This is an optimization exercise on Yosys and OpenROAD, whose aim is small area, a short achievable clock period and few clock cycles per item, not a production implementation. Only simulation tests tie the RTL to the original design; equivalence was not proved. Power figures rest on the tool's default switching activity, not on a simulated workload.

[design/flow/run.sh]
#!/bin/bash
# synth_recipe.tcl (not shown) runs the flow's synth.tcl, then flattens the netlist and writes it again
# the make line also repeats each setting of config.mk as NAME=value (left out here)
make -C /OpenROAD-flow-scripts/flow DESIGN_CONFIG=/design/flow/config.mk WORK_HOME=/design/flow/orfs CLKGATE_MAP_FILE= SYNTH_SCRIPT=/design/flow/synth_recipe.tcl finish
[design/flow/config.mk]
export PLATFORM = sky130hd
export DESIGN_NAME = mete
export DESIGN_NICKNAME = mete
export VERILOG_FILES = /design/flow/design.v
export SDC_FILE = /design/flow/constraint.sdc
export NUM_CORES = 4
export LEC_CHECK = 0
export CAP_MARGIN = 20
export CORE_MARGIN = 2
export CORE_UTILIZATION = 30
export SLEW_MARGIN = 20
[design/flow/constraint.sdc]
create_clock -name core_clock -period 27.0 [get_ports {clk}]
set_input_delay 5.4000 -clock core_clock [delete_from_list [all_inputs] [get_ports {clk}]]
set_output_delay 5.4000 -clock core_clock [all_outputs]
set_load 0.01 [all_outputs]
[design/flow/design.v]
module mete_fmul (
    input  wire [31:0] a,
    input  wire [31:0] b,
    output reg  [31:0] y
);
    wire        sa = a[31];
    wire        sb = b[31];
    wire [7:0]  ea = a[30:23];
    wire [7:0]  eb = b[30:23];
    wire [22:0] fa = a[22:0];
    wire [22:0] fb = b[22:0];
    wire a_nan  = (ea == 8'hFF) && (fa != 0);
    wire b_nan  = (eb == 8'hFF) && (fb != 0);
    wire a_inf  = (ea == 8'hFF) && (fa == 0);
    wire b_inf  = (eb == 8'hFF) && (fb == 0);
    wire a_zero = (ea == 8'h00) && (fa == 0);
    wire b_zero = (eb == 8'h00) && (fb == 0);
    wire sy     = sa ^ sb;
    wire [23:0] ma = {ea != 0, fa};
    wire [23:0] mb = {eb != 0, fb};
    wire [9:0]  xa = (ea == 0) ? 10'd1 : {2'b0, ea};
    wire [9:0]  xb = (eb == 0) ? 10'd1 : {2'b0, eb};
    wire [47:0] prod = ma * mb;
    reg [5:0] lz;
    integer i;
    always @* begin
        lz = 6'd48;
        for (i = 0; i < 48; i = i + 1)
            if (prod[i]) lz = 6'd47 - i[5:0];
    end
    wire [47:0]       pn = prod << lz;
    wire signed [11:0] er = $signed({2'b0, xa}) + $signed({2'b0, xb}) - 12'sd126 - $signed({6'b0, lz});
    wire signed [11:0] rsh   = 12'sd1 - er;
    wire [5:0]         shamt = (rsh > 12'sd48) ? 6'd48 : rsh[5:0];
    wire [95:0]        wide  = {pn, 48'b0} >> shamt;
    wire [47:0]        ps    = wide[95:48];
    wire               ps_lost = |wide[47:0];
    reg [30:0] pack;
    reg        guard, sticky;
    always @* begin
        if (er >= 12'sd1) begin
            pack   = {er[7:0], pn[46:24]};
            guard  = pn[23];
            sticky = |pn[22:0];
        end else begin
            pack   = {8'd0, ps[46:24]};
            guard  = ps[23];
            sticky = (|ps[22:0]) | ps_lost;
        end
    end
    wire        round_up = guard & (sticky | pack[0]);
    wire [30:0] rounded  = pack + {30'd0, round_up};
    always @* begin
        if (a_nan || b_nan || (a_inf && b_zero) || (b_inf && a_zero))
            y = 32'h7FC00000;
        else if (a_inf || b_inf)
            y = {sy, 8'hFF, 23'd0};
        else if (a_zero || b_zero)
            y = {sy, 31'd0};
        else if (er >= 12'sd255)
            y = {sy, 8'hFF, 23'd0};
        else
            y = {sy, rounded};
    end
endmodule
module mete_fadd (
    input  wire [31:0] a,
    input  wire [31:0] b,
    output reg  [31:0] y
);
    wire a_nan = (a[30:23] == 8'hFF) && (a[22:0] != 0);
    wire b_nan = (b[30:23] == 8'hFF) && (b[22:0] != 0);
    wire a_inf = (a[30:23] == 8'hFF) && (a[22:0] == 0);
    wire b_inf = (b[30:23] == 8'hFF) && (b[22:0] == 0);
    wire        swap = b[30:0] > a[30:0];
    wire [31:0] x = swap ? b : a;
    wire [31:0] w = swap ? a : b;
    wire        sx = x[31];
    wire        sw = w[31];
    wire [7:0]  ex = (x[30:23] == 0) ? 8'd1 : x[30:23];
    wire [7:0]  ew = (w[30:23] == 0) ? 8'd1 : w[30:23];
    wire [26:0] mx = {x[30:23] != 0, x[22:0], 3'b000};
    wire [26:0] mw = {w[30:23] != 0, w[22:0], 3'b000};
    wire [7:0]  d      = ex - ew;
    wire [53:0] wwide  = {mw, 27'd0} >> ((d > 8'd27) ? 8'd27 : d);
    wire [26:0] mwa    = {wwide[53:28], wwide[27] | (|wwide[26:0])};
    wire        subtract = sx ^ sw;
    wire [27:0] sum = subtract ? ({1'b0, mx} - {1'b0, mwa}) : ({1'b0, mx} + {1'b0, mwa});
    reg [4:0] lz;
    integer i;
    always @* begin
        lz = 5'd27;
        for (i = 0; i < 27; i = i + 1)
            if (sum[i]) lz = 5'd26 - i[4:0];
    end
    reg [26:0] m;
    reg [8:0]  e;
    reg [4:0]  sh;
    always @* begin
        if (sum[27]) begin
            m  = {sum[27:2], sum[1] | sum[0]};
            e  = {1'b0, ex} + 9'd1;
            sh = 5'd0;
        end else begin
            sh = ({3'b0, lz} < ex) ? lz : (ex[4:0] - 5'd1);
            m  = sum[26:0] << sh;
            e  = {1'b0, ex} - {4'b0, sh};
        end
    end
    wire [30:0] pack     = {(m[26] ? e[7:0] : 8'd0), m[25:3]};
    wire        round_up = m[2] & (m[1] | m[0] | m[3]);
    wire [30:0] rounded  = pack + {30'd0, round_up};
    always @* begin
        if (a_nan || b_nan || (a_inf && b_inf && (a[31] != b[31])))
            y = 32'h7FC00000;
        else if (a_inf)
            y = a;
        else if (b_inf)
            y = b;
        else if (sum == 0)
            y = {a[31] & b[31], 31'd0};
        else if (e >= 9'd255)
            y = {sx, 8'hFF, 23'd0};
        else
            y = {sx, rounded};
    end
endmodule
module mete (
    input  wire        clk,
    input  wire        rst,
    input  wire        bus_sel,
    input  wire        bus_we,
    input  wire [7:2]  bus_addr,
    input  wire [31:0] bus_wdata,
    output reg  [31:0] bus_rdata,
    output wire        bus_ack,
    output wire        irq
);
    localparam [31:0] ID_VALUE     = 32'h4D455445;
    localparam [31:0] PARAM_VALUE  = 32'h001001FF;
    localparam [31:0] THRESH_VALUE = 32'h40800000;
    localparam [5:0] A_ID = 6'd0, A_CTRL = 6'd1, A_CMD = 6'd2, A_STATUS = 6'd3,
                     A_PIX = 6'd4, A_CRE = 6'd5, A_CIM = 6'd6, A_RESULT = 6'd7,
                     A_RGB = 6'd8, A_ZRE = 6'd9, A_ZIM = 6'd10, A_MOD2 = 6'd11,
                     A_ITER = 6'd12, A_PARAM = 6'd13, A_THRESH = 6'd14;
    localparam [3:0] E_ILLEGAL = 4'd1, E_START_BUSY = 4'd2, E_BAD_CONFIG = 4'd3,
                     E_COORD = 4'd4, E_ABORTED = 4'd5, E_OPERAND_BUSY = 4'd6;
    reg        ie_done, ie_err;
    reg [4:0]  log2n;
    reg        busy, done, err;
    reg [3:0]  errcode;
    reg [31:0] pix_xy;
    reg [31:0] c_re, c_im;
    reg [7:0]  intensity;
    reg        valid;
    reg [31:0] z_re, z_im, mod2;
    reg [7:0]  iter;
    reg [3:0]  phase;
    reg [31:0] t1, t2, t3, t4;
    assign bus_ack = bus_sel;
    wire wr = bus_sel & bus_we;
    wire [5:0] addr = bus_addr;
    always @* begin
        case (addr)
            A_ID:     bus_rdata = ID_VALUE;
            A_CTRL:   bus_rdata = {19'd0, log2n, 6'd0, ie_err, ie_done};
            A_STATUS: bus_rdata = {24'd0, errcode, 1'b0, err, done, busy};
            A_PIX:    bus_rdata = pix_xy;
            A_CRE:    bus_rdata = c_re;
            A_CIM:    bus_rdata = c_im;
            A_RESULT: bus_rdata = {23'd0, valid, intensity};
            A_RGB:    bus_rdata = valid ? {8'd0, intensity, intensity, intensity} : 32'd0;
            A_ZRE:    bus_rdata = z_re;
            A_ZIM:    bus_rdata = z_im;
            A_MOD2:   bus_rdata = mod2;
            A_ITER:   bus_rdata = {24'd0, iter};
            A_PARAM:  bus_rdata = PARAM_VALUE;
            A_THRESH: bus_rdata = THRESH_VALUE;
            default:  bus_rdata = 32'd0;
        endcase
    end
    assign irq = (done & ie_done) | (err & ie_err);
    reg  [31:0] mul_a, mul_b, add_a, add_b;
    wire [31:0] mul_y, add_y;
    mete_fmul u_mul (.a(mul_a), .b(mul_b), .y(mul_y));
    mete_fadd u_add (.a(add_a), .b(add_b), .y(add_y));
    always @* begin
        mul_a = z_re; mul_b = z_re;
        add_a = t1;   add_b = {~t2[31], t2[30:0]};
        case (phase)
            4'd1: begin mul_a = z_im; mul_b = z_im; end
            4'd2: begin mul_a = z_re; mul_b = z_im; end
            4'd7: begin mul_a = t1;   mul_b = t1;   end
            4'd8: begin mul_a = t3;   mul_b = t3;   end
            default: ;
        endcase
        case (phase)
            4'd4: begin add_a = t1; add_b = c_re; end
            4'd5: begin add_a = t3; add_b = t3;   end
            4'd6: begin add_a = t3; add_b = c_im; end
            4'd9: begin add_a = t2; add_b = t4;   end
            default: ;
        endcase
    end
    wire m_nan     = (add_y[30:23] == 8'hFF) && (add_y[22:0] != 0);
    wire diverged  = !add_y[31] && !m_nan && (add_y[30:0] > THRESH_VALUE[30:0]);
    wire step_end  = busy && (phase == 4'd9);
    wire budget    = (iter == 8'd254);
    wire finishing = step_end && (diverged || budget);
    wire [15:0] px = pix_xy[15:0];
    wire [15:0] py = pix_xy[31:16];
    wire [16:0] half = 17'd1 << (log2n - 5'd1);
    wire signed [17:0] dx = $signed({2'b0, px}) - $signed({1'b0, half});
    wire signed [17:0] dy = $signed({1'b0, half}) - $signed({2'b0, py});    
    wire [31:0] map_re, map_im;
    mete_map u_map_re (.v(dx), .log2n(log2n), .y(map_re));
    mete_map u_map_im (.v(dy), .log2n(log2n), .y(map_im));
    wire l_ok  = (log2n >= 5'd1) && (log2n <= 5'd16);
    wire xy_ok = ((px >> log2n) == 16'd0) && ((py >> log2n) == 16'd0);
    wire        busy_after = busy & ~finishing;    
    wire        is_cmd     = wr && (addr == A_CMD);
    wire        cmd_legal  = (bus_wdata[31:4] == 28'd0) && (bus_wdata[3:0] < 4'd4);
    wire [3:0]  op         = bus_wdata[3:0];
    reg        rec_err;
    reg [3:0]  rec_code;
    reg        do_start, do_map, do_abort;
    always @* begin
        rec_err = 1'b0; rec_code = 4'd0;
        do_start = 1'b0; do_map = 1'b0; do_abort = 1'b0;
        if (is_cmd) begin
            if (!cmd_legal) begin
                rec_err = 1'b1; rec_code = E_ILLEGAL;
            end else if (op == 4'd1 || op == 4'd2) begin
                if (busy_after) begin
                    rec_err = 1'b1; rec_code = E_START_BUSY;
                end else if (op == 4'd1 && !l_ok) begin
                    rec_err = 1'b1; rec_code = E_BAD_CONFIG;
                end else if (op == 4'd1 && !xy_ok) begin
                    rec_err = 1'b1; rec_code = E_COORD;
                end else begin
                    do_start = 1'b1;
                    do_map   = (op == 4'd1);
                end
            end else if (op == 4'd3 && busy_after) begin
                do_abort = 1'b1;
                rec_err  = 1'b1; rec_code = E_ABORTED;
            end
        end
        if (wr && (addr == A_CRE || addr == A_CIM) && busy_after) begin
            rec_err = 1'b1; rec_code = E_OPERAND_BUSY;
        end
    end
    always @(posedge clk) begin
        if (rst) begin
            ie_done <= 1'b0; ie_err <= 1'b0; log2n <= 5'd10;
            busy <= 1'b0; done <= 1'b0; err <= 1'b0; errcode <= 4'd0;
            pix_xy <= 32'd0; c_re <= 32'd0; c_im <= 32'd0;
            intensity <= 8'd0; valid <= 1'b0;
            z_re <= 32'd0; z_im <= 32'd0; mod2 <= 32'd0; iter <= 8'd0;
            phase <= 4'd0;
            t1 <= 32'd0; t2 <= 32'd0; t3 <= 32'd0; t4 <= 32'd0;
        end else begin
            if (busy) begin
                case (phase)
                    4'd0: t1 <= mul_y;
                    4'd1: t2 <= mul_y;
                    4'd2: t3 <= mul_y;
                    4'd3: t1 <= add_y;
                    4'd4: t1 <= add_y;
                    4'd5: t3 <= add_y;
                    4'd6: t3 <= add_y;
                    4'd7: t2 <= mul_y;
                    4'd8: t4 <= mul_y;
                    default: ;
                endcase
                if (phase == 4'd9) begin
                    phase <= 4'd0;
                    z_re  <= t1;
                    z_im  <= t3;
                    mod2  <= add_y;
                    iter  <= iter + 8'd1;
                    if (diverged || budget) begin
                        busy      <= 1'b0;
                        done      <= 1'b1;
                        valid     <= 1'b1;
                        intensity <= diverged ? (8'd255 - iter) : 8'd0;
                    end
                end else begin
                    phase <= phase + 4'd1;
                end
            end
            if (wr) begin
                case (addr)
                    A_CTRL: begin
                        ie_done <= bus_wdata[0];
                        ie_err  <= bus_wdata[1];
                        log2n   <= bus_wdata[12:8];
                    end
                    A_STATUS: begin
                        if (bus_wdata[1]) done <= 1'b0;
                        if (bus_wdata[2]) begin err <= 1'b0; errcode <= 4'd0; end
                    end
                    A_PIX: pix_xy <= bus_wdata;
                    A_CRE: if (!busy_after) c_re <= bus_wdata;
                    A_CIM: if (!busy_after) c_im <= bus_wdata;
                    default: ;
                endcase
            end
            if (rec_err && !err) begin
                err     <= 1'b1;
                errcode <= rec_code;
            end
            if (do_abort) begin
                busy  <= 1'b0;
                phase <= 4'd0;
            end
            if (do_start) begin
                if (do_map) begin
                    c_re <= map_re;
                    c_im <= map_im;
                end
                z_re <= 32'd0; z_im <= 32'd0; mod2 <= 32'd0; iter <= 8'd0;
                intensity <= 8'd0; valid <= 1'b0;
                done  <= 1'b0;
                busy  <= 1'b1;
                phase <= 4'd0;
            end
        end
    end
endmodule
module mete_map (
    input  wire signed [17:0] v,
    input  wire [4:0]         log2n,
    output reg  [31:0]        y
);
    wire        s   = v[17];
    wire [17:0] neg = -v;
    wire [16:0] mag = s ? neg[16:0] : v[16:0];
    reg [4:0] msb;
    integer i;
    always @* begin
        msb = 5'd0;
        for (i = 0; i < 17; i = i + 1)
            if (mag[i]) msb = i[4:0];
    end
    wire [16:0] norm = mag << (5'd16 - msb);    
    wire [7:0]  ex   = 8'd129 + {3'd0, msb} - {3'd0, log2n};
    always @* begin
        if (mag == 17'd0)
            y = 32'd0;
        else
            y = {s, ex, norm[15:0], 7'd0};
    end
endmodule
==> run summary <==
-- kinds of logic after synthesis --
group	count (synthesis)	synth area share, %
AOI/OAI and AO/OA	2304	24.58
xor gates and xnor gates	218	3.106
adders and majority gates	854	22.97
buffers and inverters	1333	8.228
DFF	354	11.31
muxes	352	6.185
and+or+nand+nor	3221	23.62
-- how the worst max path moves through the flow --
stage	startpoint	end	slack, ns	depth (start not counted)
2_1_floorplan	phase[3]	c_re[29]	6.92	93
3_3_place_gp	phase[0]	c_re[30]	3.27	78
3_5_place_dp	phase[0]	c_re[27]	3.05	76
4_1_cts	phase[0]	c_re[27]	3.01	84
5_1_grt	phase[2]	c_re[27]	0.95	77
6_report	phase[2]	c_re[27]	2.63	76
-- power by group through the flow --
stage	Sequential [mW]	Clock (mW)	Combinational, mW
after global routing	0.523	0.630	0.212
after CTS	0.523	0.610	0.193
after global placement	0.535	0	0.192
final	0.523	0.614	0.197
after detailed placement	0.535	0	0.192
after floorplan	0.534	0	0.141
-- sequential cells by signal, summed over array words and instances (netlist names), 3 cells and up --
name	count
c_im	32
c_re	32
mod2	32
pix_xy	32
t1	32
t2	32
t3	32
t4	32
z_im	32
z_re	32
intensity	8
iter	8
log2n	5
phase	4
errcode	3
-- cells in the final DEF, fill, tap and decap left out, types with 53 or more instances in the layout --
cell type / synthesis / routed
nor2_1: 1087 / 1081
nand2_1: 1008 / 1005
inv_1: 780 / 779
a21oi_1: 580 / 576
fa_1: 493 / 493
o21ai_0: 414 / 399
ha_1: 361 / 360
dfxtp_1: 354 / 352
nand3_1: 256 / 255
mux2i_1: 248 / 246
buf_4: 10 / 203
nor3_1: 172 / 166
xnor2_1: 152 / 151
a22oi_1: 119 / 119
o211ai_1: 116 / 116
o22ai_1: 106 / 105
nand4_1: 104 / 104
nand2b_1: 102 / 102
a211oi_1: 101 / 101
mux2_2: 79 / 79
a31oi_1: 79 / 77
clkdlybuf4s50_1: 0 / 72
and2_1: 64 / 64
o21a_1: 63 / 63
or3_1: 63 / 63
xor2_1: 63 / 62
a21o_1: 56 / 54
and3_1: 54 / 53
nor4_1: 58 / 53
-- worst reg2reg max path, delay by kind of cell, from the launching register on --
| family | cells | cell delay (ns) |
|---|---|---|
| AO/OA/AOI/OAI | 28 | 9.34 |
| adder cells (fa/ha/maj) | 7 | 2.45 |
| flip-flops | 1 | 0.92 |
| AND/OR/NAND/NOR | 28 | 7.89 |
| XOR/XNOR | 3 | 1.42 |
| buffers and inverters | 10 | 2.23 |
-- cell type report --
type / count / area, µm² / share of cell area [%]
timing repair buffer: 283 / 2347 / 3.442
clock buffer: 61 / 1212 / 1.778
inverter: 787 / 2955 / 4.333
tap: 2788 / 3488 / 5.115
multi-input combinational: 6949 / 50870 / 74.58
clock inverter: 15 / 234.0 / 0.3431
sequential: 354 / 7089 / 10.39
antenna: 4 / 10.01 / 0.01468
-- per-layer routing --
metal / up-vias / GRT usage [%] / part of all wire (%)
met5: - / 0 / 0.024
met4: 12 / 12.54 / 5.5
met3: 728 / 5.301 / 9.7
met2: 3792 / 39.98 / 42
met1: 33544 / 37.41 / 43
li1: 30026 / - / -
==> results.cfg <==
[flow_run]
drv_cap = 0

[placed_design]
gp_congestion = 1.034
numPortBuffers = 75
place_area_um2 = 66690
dp.cells = 11160
place_hpwl_um = 232600
dp_worst_setup_slack_ns = 3.046

[final_layout]
final_cells = 11241
area_delta_synth_final_pct = 8.887
stdcell_area_um2 = 68200
drive_gt1_share_pct = 6.995
finish.utilization_pct = 32.90
nFillCells = 22411
final_nets = 9313

[logic_synthesis]
synth_flop_cell = dfxtp_1
syn_nets = 9532
synthTopCellsByArea = fa_1 (16%), dfxtp_1 (11%), ha_1 (7.2%)
ys_ff_latch = 354
syn-cell-area_um2 = 62640
synth.most_common_cell = nor2_1
ys_types = 127
ys_async_sr_fraction_pct = 0
ys_warn_count = 4
synth_top_area_cell = fa_1
synth_edf_count = 0
synth_common_cells = nor2_1 (1,087), nand2_1 (1,008), inv_1 (780), a21oi_1 (580), fa_1 (493)
netlist.area_leader.share_pct = 15.76
syn_inst = 8636
seq_area_frac_synth_pct = 11.31
avgSynthCellArea_um2 = 7.253

[detailed_routing]
drc = 0
drt-total-wl_um = 297600
drtIter0Drc = 8304
vias_per_cell = 6.058
drt-wirelength-per-cell_um = 26.48
num_vias = 68102
antenna_left = 0
first_pass_iters = 7

[power]
ir_worst_vdd_mv = 0.03678
leakagePower_nw = 25.69
p_total_mw = 1.334
clkPwrFrac_pct = 46.0
powerDensity_nw_per_um2 = 19.57
switching_share_pct = 28.51
p_sw_mw = 0.3804
comb_power_share_pct = 14.8
internal-power_mw = 0.9540
seqPwrFrac_pct = 39.2

[global_routing]
grt_pass1_vias = 64359
grt_max_degree = 119
antenna_found_initial = 11
grt_pass1_wl_um = 436300
grt_usage_pct = 26.98
grt_overflow_total = 0

[worst_setup_path]
cp-end-kind = flip-flop
reg2reg_to = c_re[27]
crit_buf_inv = 10
timing.reg2reg.setup_slack_ns = 2.63
cp_max_fo = 36
slowest_delay_ns = 0.94
arrival_ns = 24.80
start_kind = flip-flop
cp_common_cell = ha_1
r2r-start = phase[2]
crit_type = reg -> reg
crit_slowest_cell = a222oi_1
crit_required_ns = 27.43
reg2regPathDepth = 76
cp_top_family = compound AO/OA/AOI/OAI gates

[timing]
slew_headroom_pct = 16.39
layout_min_cycle_time_ns = 24.37
setup_viol_count_final = 0
hold_slack_ns = 0.4532
drv_slew = 0
max_freq_ghz = 0.04103
fin_worst_skew_ns = 0.04163
tightestPinTransition_ns = 1.246
hold_violations = 0
fin_crit_sh_pct = 90.26
rsz0062_at_grt = false
fin_tns_setup_ns = 0
timing.final.ws_setup_ns = 2.629

[clock_tree]
cts_resized = 0
clk_pin_slew_ns = 0.07
clock_latency_ns = 0.61
cts_made_buffers = 42
cts_root_buf = clkbuf_16
htree_levels = 2
cts_setup_buffers = 0
cts_max_path_buffers = 3
cts_tree = built
clock-sinks = 354
ctsHoldBuffers = 0

[floorplan]
die_h_um = 460.9
core_um2 = 207300
ios = 76
dieArea_um2 = 212500
std_cell_rows = 167
die_w_um = 460.9
start_util_pct = 30.22

[hold_path]
worstHoldStart = mod2[28]
whs_path_depth = 2
hold_path_end = mod2[28]
hp-class = reg -> reg

[outcome]
status = timing/DRC/antenna clean
Testbench counts, summed over its fixed seeds: cycles 535,530, pixels 2,048.

==> port drivers added, routing unchanged <==
The flow's constraints put no driver on any port. The routed layout listed below was extracted and timed again, unchanged, in two steps.
Step 1: set_driving_cell puts a clkbuf_16 on clk and a buf_2 on each other input, an assumption about the parent block.
Step 2 moves the port delays by t, midway between the first and last clock arrival at a register: inputs arrive t later, outputs are due t later. That takes back most of the time a late clock gives input paths.
Three values: ideal ports, drivers, drivers and shift; two values: the first two.
shift t [ns]: 0.659
setup WS [ns]: 2.629 / 2.629 / 2.629
clock arrival spread, ns: 0.041 / 0.041
slew at the worst register clock pin (ns): 0.07 / 0.07
worst data-port slew with drivers (ns): 0.04
After both steps this run still meets setup and hold. The setup slack of this run moves by 0.000 ns with the drivers and by 0.000 ns with both steps.
